Background: an optimization exercise with open tools, aiming at small area, a short achievable clock period and few clock cycles. Do not read the settings as production practice.
At most, simulation tests tie the RTL to the original design; equivalence was not proved.
Power figures rest on the tool's default switching activity, not on a simulated workload.

Design spse_enc4, start of the top module:
module spse_enc4 (
    input  wire         clk,
    input  wire         rst_n,
    input  wire [3:0]   mv_valid,
    output wire [3:0]   mv_ready,
    input  wire [127:0] mv_steps,
    input  wire [3:0]   smp_valid,
    output wire [3:0]   smp_ready,
    input  wire [127:0] smp_ticks,
    output wire [3:0]   desc_valid,
    input  wire [3:0]   desc_ready,
    output wire [127:0] desc_data
);
    genvar g;
    generate
        for (g = 0; g < 4; g = g + 1) begin : g_unit
            spse_unit u (
                .clk(clk), .rst_n(rst_n),
                .mv_valid(mv_valid[g]), .mv_ready(mv_ready[g]),
                .mv_steps(mv_steps[g*32 +: 32]),
                .smp_valid(smp_valid[g]), .smp_ready(smp_ready[g]),
                .smp_ticks(smp_ticks[g*32 +: 32]),
                .desc_valid(desc_valid[g]), .desc_ready(desc_ready[g]),
                .desc_data(desc_data[g*32 +: 32])
            );
        end
    endgenerate
endmodule
Size: about 2900 cells after synthesis, ~410 I/O pins.
make LEC_CHECK=0 CAP_MARGIN=20 CORE_MARGIN=2 CORE_UTILIZATION=40 SLEW_MARGIN=20 finish   # period 11.0 ns
run.sh (not shown) runs the stock make flow with config.mk's settings and CLKGATE_MAP_FILE= SYNTH_SCRIPT=/design/flow/synth_recipe.tcl, a recipe that flattens the netlist after the stock synthesis.
Change:
==> flow/flow/run.sh (new file) <==
#!/bin/bash
# The standard layout, with two changes to how it is made:
#  - ports are buffered with buf_1 instead of the flow's default pick
#  - timing repair aims at a setup slack margin of SETUP_MARGIN ns, so the
#    layout is optimised for a shorter period than the 11 ns constraint
#    (the constraints themselves are unchanged)
set -euo pipefail
SETUP_MARGIN=$(cat flow/setup_margin.txt)
bash standard.sh finish \
  "SETUP_SLACK_MARGIN=${SETUP_MARGIN}" \
  "BUFFER_PORTS_ARGS=-buffer_cell sky130_fd_sc_hd__buf_1" \
  > standard_make.log 2>&1
==> flow/flow/setup_margin.txt (new file) <==
7.5
==> flow/standard.sh (new file) <==
#!/bin/bash
# synth_recipe.tcl (not shown) runs the flow's synth.tcl, then flattens the netlist and writes it again
# the make line also repeats each setting of config.mk as NAME=value (left out here)
make -C /OpenROAD-flow-scripts/flow DESIGN_CONFIG=/design/flow/config.mk WORK_HOME=/design/flow/orfs CLKGATE_MAP_FILE= SYNTH_SCRIPT=/design/flow/synth_recipe.tcl "${@:-finish}"
Settings changed: CORE_UTILIZATION 40 to 60, CTS_BUF_LIST set to sky130_fd_sc_hd__clkbuf_4 sky130_fd_sc_hd__clkbuf_8, CTS_CLUSTER_SIZE set to 30.
removed: flow/run.sh
What happened:
- wire length fell by 1.0%
- cell count fell by 5.0%
- final area went down by 6.0%
- first-iteration DRC count rises by about 45%
- register-to-register slack improves by 0.34 ns
- die area decreases by about 33%
- core utilization went up by 20 points
- flip-flop and latch count does not change
- critical path depth does not change
- via count increases by about 4.6%
Change:
Settings changed: CORE_UTILIZATION 60 to 75, CTS_BUF_LIST sky130_fd_sc_hd__clkbuf_4 sky130_fd_sc_hd__clkbuf_8 to sky130_fd_sc_hd__clkbuf_2 sky130_fd_sc_hd__clkbuf_4 sky130_fd_sc_hd__clkbuf_8, CTS_CLUSTER_SIZE 30 to 40, PLACE_DENSITY set to 0.8.
The changed run went through all stages and came out clean.
Total power stays flat.
Non-clock buffer count increases by 20.
Clock skew is lower by 0.0040 ns.
Clock-buffer cell count fell by 1.
Final cell count falls by 3.3%.
No run of this note included a check of the RTL's function; only the layout flow was run.


The RTL this note starts from:
==> flow/design.v <==
module spse_enc4 (
    input  wire         clk,
    input  wire         rst_n,
    input  wire [3:0]   mv_valid,
    output wire [3:0]   mv_ready,
    input  wire [127:0] mv_steps,
    input  wire [3:0]   smp_valid,
    output wire [3:0]   smp_ready,
    input  wire [127:0] smp_ticks,
    output wire [3:0]   desc_valid,
    input  wire [3:0]   desc_ready,
    output wire [127:0] desc_data
);
    genvar g;
    generate
        for (g = 0; g < 4; g = g + 1) begin : g_unit
            spse_unit u (
                .clk(clk), .rst_n(rst_n),
                .mv_valid(mv_valid[g]), .mv_ready(mv_ready[g]),
                .mv_steps(mv_steps[g*32 +: 32]),
                .smp_valid(smp_valid[g]), .smp_ready(smp_ready[g]),
                .smp_ticks(smp_ticks[g*32 +: 32]),
                .desc_valid(desc_valid[g]), .desc_ready(desc_ready[g]),
                .desc_data(desc_data[g*32 +: 32])
            );
        end
    endgenerate
endmodule
module spse_unit (
    input  wire        clk,
    input  wire        rst_n,
    input  wire        mv_valid,
    output wire        mv_ready,
    input  wire [31:0] mv_steps,
    input  wire        smp_valid,
    output wire        smp_ready,
    input  wire [31:0] smp_ticks,
    output wire        desc_valid,
    input  wire        desc_ready,
    output wire [31:0] desc_data
);
    reg  [30:0] out;
    reg         ov;
    reg  [31:0] W;
    reg         wb, wf;
    reg  [31:0] s;
    reg         snz;           
    reg         tr, mk;
    reg         sr, mr;        
    reg         wsat, wbig;    
    reg         wlast;         
    assign desc_valid = ov;
    assign desc_data  = {1'b0, out};
    assign smp_ready  = sr;
    assign mv_ready   = mr;
    wire load = !ov || desc_ready;
    wire        t_big, t_sat;
    wire [14:0] t_L;
    spse_first u_first (.t(smp_ticks), .big(t_big), .sat(t_sat), .L(t_L));
    wire [30:0] t_first = {t_L, 1'b1, 15'd10};
    wire [14:0] w_L     = wsat ? 15'h7fff : W[14:0] - 15'd10;
    wire [30:0] w_first = {w_L, 1'b1, 15'd10};
    wire        last  = wlast;
    wire [14:0] hw    = W[15:1];
    wire [14:0] d0    = hw - 15'd16388;                      
    wire [14:0] d1    = hw - (W[0] ? 15'd16388 : 15'd16389); 
    wire [30:0] cont  = last ? {d1, 1'b0, d0} : {15'h7fff, 1'b0, 15'h7fff};
    wire take  = smp_valid && sr;
    wire mv_go = mv_valid && mr;
    wire e_w     = load && wb;
    wire e_mk    = load && !wb && mk;
    wire e_first = load && take;
    wire e_tr    = load && !wb && !mk && tr && !snz;
    reg        wb_n, wf_n, snz_n, tr_n, mk_n;
    always @(*) begin
        wb_n = wb;
        wf_n = wf;
        if (take) begin
            wb_n = load ? t_big : 1'b1;
            wf_n = !load;
        end else if (e_w) begin
            if (wf) begin
                wf_n = 1'b0;
                wb_n = wbig;
            end else if (last) begin
                wb_n = 1'b0;
            end else begin
                wb_n = W != 32'd98311;                    
            end
        end
        snz_n = snz;
        tr_n  = tr;
        mk_n  = mk;
        if (mv_go) begin
            snz_n = mv_steps != 32'd0;
            tr_n  = 1'b1;
            mk_n  = tr && !e_tr;
        end else begin
            if (take)
                snz_n = s != 32'd1;
            if (e_mk)
                mk_n = 1'b0;
            if (e_tr)
                tr_n = 1'b0;
        end
    end
    always @(posedge clk) begin
        if (!rst_n) begin
            ov <= 1'b0;
            wb <= 1'b0;
            wf <= 1'b0;
            tr <= 1'b0;
            mk <= 1'b0;
            sr <= 1'b0;
            mr <= 1'b1;
        end else begin
            if (e_w)
                out <= wf ? w_first : cont;
            else if (e_first)
                out <= t_first;
            else if (e_mk || e_tr)
                out <= 31'd0;
            if (load)
                ov <= e_w || e_mk || e_first || e_tr;
            if (take) begin
                W     <= smp_ticks;
                wsat  <= t_sat;
                wbig  <= t_big;
                wlast <= smp_ticks < 32'd98311;
            end else if (e_w && !wf && !last) begin
                W     <= W - 32'd65534;
                wlast <= W < 32'd163845;                 
            end
            if (mv_go)
                s <= mv_steps;
            else if (take)
                s <= s - 32'd1;
            wb  <= wb_n;
            wf  <= wf_n;
            snz <= snz_n;
            tr  <= tr_n;
            mk  <= mk_n;
            sr  <= !wb_n && !mk_n && tr_n && snz_n;
            mr  <= !tr_n || (!snz_n && !mk_n);
        end
    end
endmodule
module spse_first (
    input  wire [31:0] t,
    output wire        big,       
    output wire        sat,       
    output wire [14:0] L
);
    assign big = t > 32'd32777;
    assign sat = t > 32'd32776;
    assign L   = sat ? 15'h7fff : t[14:0] - 15'd10;
endmodule
==> flow/config.mk <==
export PLATFORM = sky130hd
export DESIGN_NAME = spse_enc4
export DESIGN_NICKNAME = spse_enc4
export VERILOG_FILES = /design/flow/design.v
export SDC_FILE = /design/flow/constraint.sdc
export NUM_CORES = 4
export LEC_CHECK = 0
export CAP_MARGIN = 20
export CORE_MARGIN = 2
export CORE_UTILIZATION = 60
export CTS_BUF_LIST = sky130_fd_sc_hd__clkbuf_16
export CTS_CLUSTER_DIAMETER = 100
export CTS_CLUSTER_SIZE = 30
export SLEW_MARGIN = 20
export SYNTH_HIERARCHICAL = 1
==> flow/constraint.sdc <==
create_clock -name core_clock -period 11.0 [get_ports {clk}]
set_input_delay 2.2000 -clock core_clock [delete_from_list [all_inputs] [get_ports {clk}]]
set_output_delay 2.2000 -clock core_clock [all_outputs]
set_load 0.01 [all_outputs]
standard.sh (not shown) runs the stock make flow with config.mk's settings and CLKGATE_MAP_FILE= SYNTH_SCRIPT=/design/flow/synth_recipe.tcl, a recipe that flattens the netlist after the stock synthesis.
==> flow/flow/run.sh <==
#!/bin/bash
# The standard layout, with two changes to how it is made:
#  - ports are buffered with buf_1 instead of the flow's default pick
#  - timing repair aims at a setup slack margin (ns) so that the layout is
#    optimised for a shorter period than the 11 ns constraint; the margin
#    for the repair right after synthesis and the one for the later
#    repairs (after CTS and global routing) are read from flow/margins.txt
#    (the constraints themselves are unchanged)
set -euo pipefail
read -r FP_MARGIN LATE_MARGIN < flow/margins.txt
BUF="BUFFER_PORTS_ARGS=-buffer_cell sky130_fd_sc_hd__buf_1"
bash standard.sh floorplan "SETUP_SLACK_MARGIN=${FP_MARGIN}" "$BUF" > standard_make_1.log 2>&1
bash standard.sh finish "SETUP_SLACK_MARGIN=${LATE_MARGIN}" "$BUF" > standard_make_2.log 2>&1
==> flow/flow/margins.txt <==
0 7.5
Testbench counts at the start, summed over its fixed seeds: cycles 2,549.
Then changed:
==> flow/flow/margins.txt (replaced) <==
0 7.8
- CTS_BUF_LIST: sky130_fd_sc_hd__clkbuf_16 -> sky130_fd_sc_hd__clkbuf_4 sky130_fd_sc_hd__clkbuf_8
- CTS_CLUSTER_DIAMETER: 100 -> default
- synthesized cell count is unchanged
- total power rose by a quarter to a third
- global-route usage rose by 1.2 points
- area after synthesis is unchanged
- setup slack is about the same
- register-to-register slack gets worse by 0.09 ns
- sequential power stays flat
- wire length rose by a few percent
- critical path depth fell by 7
- clock skew barely changes

==> afterwards: timing with drivers on the ports <==
The flow's constraints put no driver on any port. The routed layouts listed below were extracted and timed again, unchanged, in two steps. Step 1 (the two cells are an assumption about what drives the block):
set clk [get_ports {clk}]
set_driving_cell -lib_cell sky130_fd_sc_hd__clkbuf_16 $clk
set_driving_cell -lib_cell sky130_fd_sc_hd__buf_2 [delete_from_list [all_inputs] $clk]
Step 2 times the ports against the registers' clock, not the clock port: input delays grow and output delays shrink by t, the midpoint of the rising clock arrivals with the driver on. Three values: ideal ports, drivers, drivers and shift; two values: the first two.
run	shift t [ns]	slack for setup (ns)	worst hold slack (ns)	worst register clock-pin slew, ns
the first run of note 1	0.653	6.115 / 6.150 / 5.497	0.524 / 0.524 / 0.524	0.07 / 0.07
the second run of note 1	0.718	7.206 / 7.224 / 6.507	0.534 / 0.534 / 0.534	0.07 / 0.07
the third run of note 1	0.675	7.100 / 7.119 / 6.444	0.572 / 0.572 / 0.572	0.07 / 0.07
the first run of note 2	0.611	7.509 / 7.512 / 6.929	0.606 / 0.606 / 0.606	0.12 / 0.12
the second run of note 2	0.714	7.507 / 7.454 / 6.951	0.616 / 0.616 / 0.616	0.08 / 0.08
After both steps every run listed still meets setup and hold. The setup slack of the second run of note 1, which loses most, moves by +0.018 ns with the drivers and by -0.699 ns with both steps.
